This is an optimization exercise on Yosys and OpenROAD, whose aim is small area, a short achievable clock period and few clock cycles, not a production implementation.
In this exercise RTL edits were held to simulation tests only and were not proved equivalent to the original.
No activity file was given, so power comes from the tool's default toggle rates.

## job 465
==> flow/design.v <==
module orc_rle2_dec (
    input  wire        clk,
    input  wire        rst,          
    input  wire        cfg_signed,   
    input  wire        in_valid,
    input  wire [7:0]  in_data,
    output wire        in_ready,
    output wire        out_valid,
    output wire [63:0] out_data,
    output wire        out_last,     
    input  wire        out_ready,
    output wire        err           
);
    localparam [1:0] TAG_SR     = 2'd0;
    localparam [1:0] TAG_DIRECT = 2'd1;
    localparam [1:0] TAG_PB     = 2'd2;
    localparam [1:0] TAG_DELTA  = 2'd3;
    localparam [2:0] A_HDR0 = 3'd0;   
    localparam [2:0] A_HDR1 = 3'd1;   
    localparam [2:0] A_SRV  = 3'd2;   
    localparam [2:0] A_VAR  = 3'd3;   
    localparam [2:0] A_DATA = 3'd4;   
    localparam [2:0] A_ERR  = 3'd5;   
    function [6:0] width_of;
        input [4:0] code;
        begin
            if (code < 5'd24)
                width_of = {2'b00, code} + 7'd1;
            else if (code < 5'd28)
                width_of = 7'd26 + {4'd0, code[1:0], 1'b0};
            else
                width_of = 7'd40 + {2'd0, code[1:0], 3'b000};
        end
    endfunction
    function [63:0] zigzag_dec;
        input [63:0] z;
        begin
            zigzag_dec = (z >> 1) ^ {64{z[0]}};
        end
    endfunction
    reg [2:0]  astate;
    reg [1:0]  tag;
    reg        h0_len8;      
    reg [4:0]  h0_code;      
    reg [9:0]  arem;         
    reg        lone;         
    reg        fdneg;        
    reg        sgn;          
    reg [6:0]  width;        
    reg [7:0]  d;      
    reg [70:0] bb;           
    reg [7:0]  hb;           
    reg        hbv;
    reg [3:0]  vi;           
    reg        vsel;         
    reg        ir;           
    reg        errq;         
    reg        xv;
    reg [63:0] xd;
    reg        x_add;        
    reg        x_cin;
    reg [9:0]  x_cnt;        
    reg        x_last;       
    reg        ov;
    reg [63:0] od;
    reg        ol;
    wire in_fire  = in_valid & in_ready;
    wire out_fire = ov & out_ready;
    wire b_go    = xv & (~ov | out_ready);
    wire x_cnt0  = (x_cnt == 10'd0);
    wire x_free  = ~xv | (b_go & x_cnt0);
    wire is_srv  = (astate == A_SRV);
    wire is_var  = (astate == A_VAR);
    wire is_data = (astate == A_DATA);
    wire tok_v   = ~d[7] & (is_srv | is_var | is_data);
    wire tok_null = is_var & vsel & lone;           
    wire take_now = tok_v & (tok_null | ~xv | (x_cnt0 & ~ov));
    wire take_rdy = tok_v & xv & x_cnt0;
    wire take    = take_now | (take_rdy & out_ready);
    wire load_x  = take & ~tok_null;
    wire [2:0]  sh   = d[2:0];
    wire [70:0] bsh  = bb >> sh;
    reg  [63:0] wmask;
    integer k;
    always @(*)
        for (k = 0; k < 64; k = k + 1)
            wmask[k] = (k < width);
    wire [63:0] ext  = bsh[63:0] & wmask;
    wire        t_zz = is_var | (sgn & (tag != TAG_DELTA));
    wire        t_neg = is_data & (tag == TAG_DELTA) & fdneg;
    wire [63:0] ez   = t_zz ? zigzag_dec(ext) : (t_neg ? ~ext : ext);
    wire t_add  = (is_data & (tag == TAG_DELTA)) | (is_var & vsel);
    wire dw0    = (h0_code == 5'd0);
    wire [9:0] t_cnt = (is_srv) ? arem :
                       (is_var & vsel & dw0) ? arem : 10'd0;
    wire t_last = is_srv | (is_var & ~vsel & lone) |
                  (is_var & vsel & (dw0 | (arem == 10'd0))) |
                  (is_data & (arem == 10'd0));
    assign out_valid = ov;
    assign out_data  = od;
    assign out_last  = ol;
    assign err       = errq;
    assign in_ready  = ir;
    wire [6:0] code_w = width_of(h0_code);
    wire [6:0] hdr_w  = width_of(in_data[5:1]);
    wire [7:0] d_in   = d + 8'd8;
    wire [7:0] d_tk   = d - {1'b0, width};
    wire [7:0] d_both = d_in - {1'b0, width};
    reg [2:0]  astate_n;
    reg [1:0]  tag_n;
    reg        h0_len8_n;
    reg [4:0]  h0_code_n;
    reg [9:0]  arem_n;
    reg        lone_n;
    reg        fdneg_n;
    reg [6:0]  width_n;
    reg [7:0]  d_n;
    reg [3:0]  vi_n;
    reg        vsel_n;
    reg        ir_n;
    always @(*) begin
        astate_n  = astate;
        tag_n     = tag;
        h0_len8_n = h0_len8;
        h0_code_n = h0_code;
        arem_n    = arem;
        lone_n    = lone;
        fdneg_n   = fdneg;
        width_n   = width;
        d_n       = d;
        vi_n      = vi;
        vsel_n    = vsel;
        case (astate)
        A_HDR0: if (in_fire) begin
            tag_n     = in_data[7:6];
            h0_code_n = in_data[5:1];
            h0_len8_n = in_data[0];
            case (in_data[7:6])
            TAG_SR: begin
                width_n  = {1'b0, in_data[5:3], 3'b000} + 7'd8;
                d_n      = {2'b11, ~in_data[5:3], 3'b000};   
                arem_n   = {7'd0, in_data[2:0]} + 10'd2;
                astate_n = A_SRV;
            end
            TAG_DIRECT: begin
                width_n  = hdr_w;
                astate_n = A_HDR1;
            end
            TAG_DELTA: begin
                width_n  = 7'd0;
                astate_n = A_HDR1;
            end
            default: astate_n = A_ERR;
            endcase
        end
        A_HDR1: if (in_fire) begin
            arem_n = {h0_len8, in_data};
            lone_n = ({h0_len8, in_data} == 9'd0);
            if (tag == TAG_DELTA) begin
                d_n      = 8'hff;
                vi_n     = 4'd0;
                vsel_n   = 1'b0;
                astate_n = A_VAR;
            end else begin
                d_n      = 8'd0 - {1'b0, width};
                astate_n = A_DATA;
            end
        end
        A_SRV: begin
            if (in_fire)
                d_n = d_in;
            if (take)
                astate_n = A_HDR0;
        end
        A_VAR: begin
            if (in_fire) begin
                if (vi != 4'd15)
                    vi_n = vi + 4'd1;
                if (vi < 4'd9)
                    width_n = width + 7'd7;
                else
                    width_n = 7'd64;
                if (!in_data[7])
                    d_n = 8'd0;
            end
            if (take) begin
                arem_n = arem - 10'd1;
                if (!vsel) begin
                    vsel_n  = 1'b1;
                    vi_n    = 4'd0;
                    width_n = 7'd0;
                    d_n     = 8'hff;
                end else begin
                    fdneg_n = ez[63];
                    if (lone || dw0 || arem == 10'd0) begin
                        astate_n = A_HDR0;
                    end else begin
                        width_n  = code_w;
                        d_n      = 8'd0 - {1'b0, code_w};
                        astate_n = A_DATA;
                    end
                end
            end
        end
        A_DATA: begin
            if (take)
                d_n = (hbv | in_fire) & d_tk[7] ? d_both : d_tk;
            else
                d_n = (hbv | in_fire) & d[7] ? d_in : d;
            if (take) begin
                arem_n = arem - 10'd1;
                if (arem == 10'd0)
                    astate_n = A_HDR0;
            end
        end
        A_ERR: ;
        default: astate_n = A_HDR0;
        endcase
    end
    function lim;
        input [7:0] x;
        begin
            lim = (width[6:3] != 4'd0) | (x[2:0] < width[2:0]);
        end
    endfunction
    wire arem_nz = (arem != 10'd0);
    wire arem_gt1 = (arem > 10'd1);
    wire c0_s0 = d[7]    | (arem_nz  & lim(d));
    wire c0_s1 = d[7]    & (d_in[7]   | (arem_nz  & lim(d_in)));
    wire c1_s0 = d_tk[7] | (arem_gt1 & lim(d_tk));
    wire c1_s1 = d_tk[7] & (d_both[7] | (arem_gt1 & lim(d_both)));
    wire src   = hbv | in_fire;
    always @(*) begin
        case (astate)
        A_HDR0: ir_n = ~(in_fire & (in_data[7:6] == TAG_PB));
        A_HDR1: ir_n = 1'b1;
        A_SRV:  ir_n = take | (in_fire ? d_in[7] : d[7]);
        A_VAR:  ir_n = take | (in_fire ? in_data[7] : d[7]);
        A_DATA: ir_n = take ? (~arem_nz | (src ? c1_s1 : c1_s0))
                            : (src ? c0_s1 : c0_s0);
        default: ir_n = 1'b0;
        endcase
    end
    always @(posedge clk) begin
        sgn <= cfg_signed;
        if (rst) begin
            astate  <= A_HDR0;
            tag     <= TAG_SR;
            h0_len8 <= 1'b0;
            h0_code <= 5'd0;
            arem    <= 10'd0;
            lone    <= 1'b0;
            fdneg   <= 1'b0;
            width   <= 7'd0;
            d       <= 8'hff;
            vi      <= 4'd0;
            vsel    <= 1'b0;
            ir      <= 1'b1;
        end else begin
            astate  <= astate_n;
            tag     <= tag_n;
            h0_len8 <= h0_len8_n;
            h0_code <= h0_code_n;
            arem    <= arem_n;
            lone    <= lone_n;
            fdneg   <= fdneg_n;
            width   <= width_n;
            d       <= d_n;
            vi      <= vi_n;
            vsel    <= vsel_n;
            ir      <= ir_n;
        end
    end
    always @(posedge clk) begin
        if (in_fire) begin
            if (is_var) begin
                if (vi < 4'd9)
                    bb[7*vi +: 7] <= in_data[6:0];
                else if (vi == 4'd9)
                    bb[63] <= in_data[0];
            end else if (is_srv) begin
                bb <= {bb[62:0], in_data};
            end
        end
        if (is_data && src && (take ? d_tk[7] : d[7]))
            bb <= {bb[62:0], hbv ? hb : in_data};
        if (in_fire)
            hb <= in_data;
    end
    always @(posedge clk) begin
        if (rst)
            hbv <= 1'b0;
        else if (is_data)
            hbv <= src & ~(take ? d_tk[7] : d[7]);
    end
    always @(posedge clk) begin
        if (rst) begin
            xv <= 1'b0;
            ov <= 1'b0;
            errq <= 1'b0;
        end else begin
            errq <= (astate_n == A_ERR) & ~b_go & (~ov | out_ready);
            if (load_x)
                xv <= 1'b1;
            else if (b_go && x_cnt0)
                xv <= 1'b0;
            if (b_go)
                ov <= 1'b1;
            else if (out_fire)
                ov <= 1'b0;
        end
    end
    wire [64:0] sum65 = {od, 1'b1} + {xd, x_cin};
    wire [63:0] sum   = sum65[64:1];
    always @(posedge clk) begin
        if (load_x) begin
            xd     <= ez;
            x_add  <= t_add;
            x_cin  <= t_neg;
            x_cnt  <= t_cnt;
            x_last <= t_last;
        end else if (b_go && !x_cnt0) begin
            x_cnt  <= x_cnt - 10'd1;
        end
        if (b_go) begin
            od <= x_add ? sum : xd;
            ol <= x_last & x_cnt0;
        end
    end
endmodule
export LEC_CHECK = 0
export ABC_CLOCK_PERIOD_IN_PS = 3000
export CAP_MARGIN = 20
export CORE_MARGIN = 2
export CORE_UTILIZATION = 60
export SLEW_MARGIN = 20
export TNS_END_PERCENT = 0
create_clock -name core_clock -period 10.0 [get_ports {clk}]
standard.sh (not shown) runs the stock make flow with config.mk's settings and CLKGATE_MAP_FILE= SYNTH_SCRIPT=/design/flow/synth_recipe.tcl, a recipe that flattens the netlist after the stock synthesis.
==> flow/flow/run.sh <==
#!/bin/bash
# The standard ORFS layout (the standard.sh, standard synthesis unchanged),
# with a stricter setup-repair target: the resizer keeps repairing until the
# setup slack is at least SETUP_SLACK_MARGIN ns. Constraints and clock period
# are the design's. make's full output goes to make.log here; each ORFS step
# keeps its own log under orfs/logs/.
set -euo pipefail
bash standard.sh SETUP_SLACK_MARGIN=7 finish > make.log 2>&1
Testbench counts of job 465, summed over its fixed seeds: cycles 46,386.
#### Input delta (job 673 over job 465)
diff --git a/flow/design.v b/flow/design.v
--- a/flow/design.v
+++ b/flow/design.v
@@ -45,14 +45,12 @@
     reg [9:0]  arem;         
     reg        lone;         
     reg        fdneg;        
     reg        sgn;          
     reg [6:0]  width;        
-    reg [7:0]  d;      
-    reg [70:0] bb;           
-    reg [7:0]  hb;           
-    reg        hbv;
+    reg [7:0]  d;            
+    reg [78:0] bb;           
     reg [3:0]  vi;           
     reg        vsel;         
     reg        ir;           
     reg        errq;         
     reg        xv;
@@ -76,12 +74,12 @@
     wire tok_null = is_var & vsel & lone;           
     wire take_now = tok_v & (tok_null | ~xv | (x_cnt0 & ~ov));
     wire take_rdy = tok_v & xv & x_cnt0;
     wire take    = take_now | (take_rdy & out_ready);
     wire load_x  = take & ~tok_null;
-    wire [2:0]  sh   = d[2:0];
-    wire [70:0] bsh  = bb >> sh;
+    wire [3:0]  sh   = d[3:0];
+    wire [78:0] bsh  = bb >> sh;
     reg  [63:0] wmask;
     integer k;
     always @(*)
         for (k = 0; k < 64; k = k + 1)
             wmask[k] = (k < width);
@@ -201,14 +199,16 @@
                     end
                 end
             end
         end
         A_DATA: begin
-            if (take)
-                d_n = (hbv | in_fire) & d_tk[7] ? d_both : d_tk;
-            else
-                d_n = (hbv | in_fire) & d[7] ? d_in : d;
+            case ({in_fire, take})
+            2'b10:   d_n = d_in;
+            2'b01:   d_n = d_tk;
+            2'b11:   d_n = d_both;
+            default: ;
+            endcase
             if (take) begin
                 arem_n = arem - 10'd1;
                 if (arem == 10'd0)
                     astate_n = A_HDR0;
             end
@@ -218,28 +218,31 @@
         endcase
     end
     function lim;
         input [7:0] x;
         begin
-            lim = (width[6:3] != 4'd0) | (x[2:0] < width[2:0]);
+            lim = (x[6:0] < width) & (x[6:3] == 4'd0);
         end
     endfunction
     wire arem_nz = (arem != 10'd0);
     wire arem_gt1 = (arem > 10'd1);
-    wire c0_s0 = d[7]    | (arem_nz  & lim(d));
-    wire c0_s1 = d[7]    & (d_in[7]   | (arem_nz  & lim(d_in)));
-    wire c1_s0 = d_tk[7] | (arem_gt1 & lim(d_tk));
-    wire c1_s1 = d_tk[7] & (d_both[7] | (arem_gt1 & lim(d_both)));
-    wire src   = hbv | in_fire;
+    wire c_nn = d[7]      | (arem_nz & lim(d));
+    wire c_in = d_in[7]   | (arem_nz & lim(d_in));
+    wire c_tk = ~arem_nz  | d_tk[7]   | (arem_gt1 & lim(d_tk));
+    wire c_bo = ~arem_nz  | d_both[7] | (arem_gt1 & lim(d_both));
     always @(*) begin
         case (astate)
         A_HDR0: ir_n = ~(in_fire & (in_data[7:6] == TAG_PB));
         A_HDR1: ir_n = 1'b1;
         A_SRV:  ir_n = take | (in_fire ? d_in[7] : d[7]);
         A_VAR:  ir_n = take | (in_fire ? in_data[7] : d[7]);
-        A_DATA: ir_n = take ? (~arem_nz | (src ? c1_s1 : c1_s0))
-                            : (src ? c0_s1 : c0_s0);
+        A_DATA: case ({in_fire, take})
+                2'b00: ir_n = c_nn;
+                2'b10: ir_n = c_in;
+                2'b01: ir_n = c_tk;
+                default: ir_n = c_bo;
+                endcase
         default: ir_n = 1'b0;
         endcase
     end
     always @(posedge clk) begin
         sgn <= cfg_signed;
@@ -276,24 +279,14 @@
             if (is_var) begin
                 if (vi < 4'd9)
                     bb[7*vi +: 7] <= in_data[6:0];
                 else if (vi == 4'd9)
                     bb[63] <= in_data[0];
-            end else if (is_srv) begin
-                bb <= {bb[62:0], in_data};
+            end else if (is_srv | is_data) begin
+                bb <= {bb[70:0], in_data};
             end
         end
-        if (is_data && src && (take ? d_tk[7] : d[7]))
-            bb <= {bb[62:0], hbv ? hb : in_data};
-        if (in_fire)
-            hb <= in_data;
-    end
-    always @(posedge clk) begin
-        if (rst)
-            hbv <= 1'b0;
-        else if (is_data)
-            hbv <= src & ~(take ? d_tk[7] : d[7]);
     end
     always @(posedge clk) begin
         if (rst) begin
             xv <= 1'b0;
             ov <= 1'b0;
==> comparison <==
- The lower number of global-route vias before repair of job 465 and job 673 is in job 465.
- Post-cts resize count, job 465 and job 673, lower one = job 465.
- Changes observed in job 673 relative to job 465: share of layout cells above drive strength 1 +2.5 points; post-synthesis compound-gate area fraction -0.39 points; met1 routed wirelength after detailed routing +about 7%; setup slack +0.20 ns.
- Fraction of standard cell area that is sequential for job 673: 2.0 points down relative to job 465
- Job 673 vs job 465 — height of the die climbed by a few percent
- When job 673 is measured against job 465, its final period demand of the worst path turns out 0.20 ns lower.
- Higher total power was reported by job 673, not job 465.
- Job 465 reports its start point of the critical path as out_ready while job 673 reports od[0].
Testbench counts of job 673, summed over its fixed seeds: cycles 46,386.

==> static timing again, ports no longer ideal <==
Ports are ideal in the flow. The routed layouts listed here were re-timed in OpenROAD.
Step 1 (the two cells are an assumption about what drives the block):
set clk [get_ports {clk}]
set_driving_cell -lib_cell sky130_fd_sc_hd__clkbuf_16 $clk
set_driving_cell -lib_cell sky130_fd_sc_hd__buf_2 [delete_from_list [all_inputs] $clk]
Step 2 times the ports against the registers' clock, not the clock port: input delays grow and output delays shrink by t, the midpoint of the rising clock arrivals with the driver on.
Three values: ideal, step 1, step 2; two values: the first two.
run | shift t [ns] | setup slack, ns | latest minus earliest clock arrival (ns) | worst register clock-pin slew, ns | pins driven straight from the clock port
job 465 | 0.597 | 6.325 / 6.327 / 5.733 | 0.017 / 0.018 | 0.06 / 0.06 | 1
job 673 | 0.637 | 6.529 / 6.467 / 6.023 | 0.016 / 0.015 | 0.07 / 0.07 | 1
After both steps setup and hold are still met in every run listed. The setup slack of job 465, which loses most, moves by +0.002 ns with the drivers and by -0.592 ns with both steps.
